This is an optimization exercise on Yosys and OpenROAD, whose aim is small area, not a production implementation. In this exercise RTL edits were held to simulation tests only and were not proved equivalent to the original. No activity file was given, so power comes from the tool's default toggle rates.

==> flow/design.v (excerpt) <==
module lc3_core (
    input  wire        clk,
    input  wire        reset,         
    output wire        mem_req,
    output wire        mem_we,
    output wire [15:0] mem_addr,
    output wire [15:0] mem_wdata,
    input  wire [15:0] mem_rdata,
    input  wire        mem_ready,
    input  wire        kbd_avail,
    input  wire [7:0]  kbd_char,
    output wire        kbd_take,
    output wire        disp_emit,
    output wire [7:0]  disp_char,
    output wire        halted,
    output wire        double_fault
);
For scale: roughly 830 cells after synthesis, roughly 74 I/O pins, about 8000 um2 of cells after synthesis.
==> flow/config.mk <==
export PLATFORM = sky130hd
export DESIGN_NAME = lc3_core
export DESIGN_NICKNAME = lc3_core
export VERILOG_FILES = /design/flow/design.v
export SDC_FILE = /design/flow/constraint.sdc
export NUM_CORES = 4
export LEC_CHECK = 0
export ABC_AREA = 1
export CAP_MARGIN = 20
export CORE_MARGIN = 2
export CORE_UTILIZATION = 50
export SLEW_MARGIN = 20
==> flow/constraint.sdc <==
create_clock -name core_clock -period 10.0 [get_ports {clk}]
set_input_delay 2.0000 -clock core_clock [delete_from_list [all_inputs] [get_ports {clk}]]
set_output_delay 2.0000 -clock core_clock [all_outputs]
set_load 0.01 [all_outputs]
standard.sh (not shown) runs the stock make flow with config.mk's settings and CLKGATE_MAP_FILE= SYNTH_SCRIPT=/design/flow/synth_recipe.tcl, a recipe that flattens the netlist after the stock synthesis.
==> flow/flow/run.sh <==
#!/bin/bash
# standard layout; smallest port buffers; CTS without dummy loads
set -euo pipefail
export BUFFER_PORTS_ARGS="-buffer_cell sky130_fd_sc_hd__buf_1"
export CTS_ARGS="-sink_clustering_enable -repair_clock_nets -dont_use_dummy_load -sink_clustering_size 24 -sink_clustering_max_diameter 60 -buf_list {sky130_fd_sc_hd__clkbuf_8} -root_buf sky130_fd_sc_hd__clkbuf_8 -tree_buf sky130_fd_sc_hd__clkbuf_8"
bash standard.sh > flow_standard.log 2>&1
The baseline produced a clean layout.
Change:
==> flow/flow/run.sh (replaced) <==
#!/bin/bash
# standard layout; smallest port buffers; CTS without dummy loads
set -euo pipefail
export BUFFER_PORTS_ARGS="-buffer_cell sky130_fd_sc_hd__buf_1"
export CTS_ARGS="-sink_clustering_enable -repair_clock_nets -dont_use_dummy_load -sink_clustering_size 30 -sink_clustering_max_diameter 80 -buf_list {sky130_fd_sc_hd__clkbuf_16}"
bash standard.sh > flow_standard.log 2>&1
--- a/flow/config.mk
+++ b/flow/config.mk
@@ -10,3 +10,4 @@
 export CORE_MARGIN = 2
 export CORE_UTILIZATION = 50
+export GPL_TIMING_DRIVEN = 0
 export SLEW_MARGIN = 20
Result: Total power came out higher by about 6%; utilization came out higher by 1.2 points; clock-buffer cell count came out lower by 4; global-route usage came out higher by 0.52 points; design area came out higher by 2.1%; non-clock buffer count came out higher by 18; first-iteration DRC count came out lower by 8.4%; hold slack is better by 0.010 ns.
Change:
==> flow/flow/run.sh (replaced) <==
#!/bin/bash
# standard layout; smallest port buffers; CTS without dummy loads
set -euo pipefail
export BUFFER_PORTS_ARGS="-buffer_cell sky130_fd_sc_hd__buf_1"
export CTS_ARGS="-sink_clustering_enable -repair_clock_nets -dont_use_dummy_load -sink_clustering_size 22 -sink_clustering_max_diameter 70 -buf_list {sky130_fd_sc_hd__clkbuf_8} -root_buf sky130_fd_sc_hd__clkbuf_8 -tree_buf sky130_fd_sc_hd__clkbuf_8"
bash standard.sh > flow_standard.log 2>&1
--- a/flow/config.mk
+++ b/flow/config.mk
@@ -10,4 +10,3 @@
 export CORE_MARGIN = 2
 export CORE_UTILIZATION = 50
-export GPL_TIMING_DRIVEN = 0
 export SLEW_MARGIN = 20
Sequential share of layout area rises by 1.3 points.
Flip-flop and latch count stays the same.
Critical path depth falls by 2.
Die area is unchanged.
Change:
==> flow/flow/run.sh (replaced) <==
#!/bin/bash
# standard layout; smallest port buffers; CTS without dummy loads
set -euo pipefail
export BUFFER_PORTS_ARGS="-buffer_cell sky130_fd_sc_hd__buf_1"
export CTS_ARGS="-sink_clustering_enable -repair_clock_nets -dont_use_dummy_load -sink_clustering_size 22 -sink_clustering_max_diameter 70 -buf_list {sky130_fd_sc_hd__clkbuf_8} -root_buf sky130_fd_sc_hd__clkbuf_16"
bash standard.sh > flow_standard.log 2>&1
Register-to-register slack is about the same.
Cell area rose slightly.
Sequential power stays flat.
Power climbs by a few percent.

## violet
lc3_core, a different RTL version from the one above (not shown whole).
Size: ~860 cells after synthesis, roughly 74 I/O pins.
==> flow/config.mk <==
export PLATFORM = sky130hd
export DESIGN_NAME = lc3_core
export DESIGN_NICKNAME = lc3_core
export VERILOG_FILES = /design/flow/design.v
export SDC_FILE = /design/flow/constraint.sdc
export NUM_CORES = 4
export LEC_CHECK = 0
export ABC_AREA = 1
export CAP_MARGIN = 20
export CORE_MARGIN = 2
export CORE_UTILIZATION = 50
export SLEW_MARGIN = 20
==> flow/constraint.sdc <==
create_clock -name core_clock -period 10.0 [get_ports {clk}]
set_input_delay 2.0000 -clock core_clock [delete_from_list [all_inputs] [get_ports {clk}]]
set_output_delay 2.0000 -clock core_clock [all_outputs]
set_load 0.01 [all_outputs]
==> flow/flow/run.sh <==
#!/bin/bash
# standard layout; smallest port buffers; CTS without dummy loads
set -euo pipefail
export BUFFER_PORTS_ARGS="-buffer_cell sky130_fd_sc_hd__buf_1"
export CTS_ARGS="-sink_clustering_enable -repair_clock_nets -dont_use_dummy_load -sink_clustering_size 16 -sink_clustering_max_diameter 50 -buf_list {sky130_fd_sc_hd__clkbuf_8}"
bash standard.sh > flow_standard.log 2>&1
violet | stages: all done | timing, DRC, antenna: all pass
Modified inputs, amber compared to violet
==> flow/flow/run.sh <==
#!/bin/bash
# standard layout; smallest port buffers; CTS without dummy loads
set -euo pipefail
export BUFFER_PORTS_ARGS="-buffer_cell sky130_fd_sc_hd__buf_1"
export CTS_ARGS="-sink_clustering_enable -repair_clock_nets -dont_use_dummy_load -sink_clustering_size 20 -sink_clustering_max_diameter 60 -buf_list {sky130_fd_sc_hd__clkbuf_8 sky130_fd_sc_hd__clkbuf_16}"
bash standard.sh > flow_standard.log 2>&1
### Flow results
amber ended with every stage complete and zero timing, DRC or antenna violations. amber vs. violet: via count shows a reduction of about 0.7%, total design power shows an increase of about 6.6%, sequential share of layout area shows a reduction of 0.63 points, post-cts repair resize count shows no meaningful change, via count of the first global-routing pass shows a reduction of 0.93%.

==> port drivers added, routing unchanged <==
The flow's constraints put no driver on any port. The routed layouts listed below were extracted and timed again, unchanged, in two steps.
Step 1, drivers: a clkbuf_16 drives clk and a buf_2 each remaining input, both assumed.
Step 2 times the ports against the registers' clock, not the clock port: input delays grow and output delays shrink by t, the midpoint of the rising clock arrivals with the driver on.
a / b / c = no drivers / after step 1 / after step 2; a / b = the first two.
| run | t, ns | slack for setup (ns) | hold WS [ns] | worst slew at a driven data input, ns | cell pins on the clock port's net |
|---|---|---|---|---|---|
| the first run of note 1 | 0.522 | 5.129 / 5.092 / 5.436 | 0.313 / 0.313 / 0.313 | 0.03 | 1 |
| the second run of note 1 | 0.506 | 5.386 / 5.341 / 5.394 | 0.324 / 0.324 / 0.324 | 0.04 | 1 |
| the third run of note 1 | 0.532 | 5.105 / 5.069 / 5.426 | 0.284 / 0.284 / 0.284 | 0.04 | 1 |
| the fourth run of note 1 | 0.503 | 5.132 / 5.091 / 5.424 | 0.283 / 0.283 / 0.283 | 0.03 | 1 |
| violet | 0.549 | 5.405 / 5.366 / 5.383 | 0.306 / 0.306 / 0.306 | 0.03 | 1 |
| amber | 0.510 | 5.394 / 5.372 / 5.372 | 0.317 / 0.317 / 0.317 | 0.03 | 1 |
After both steps setup and hold are still met in every run listed.
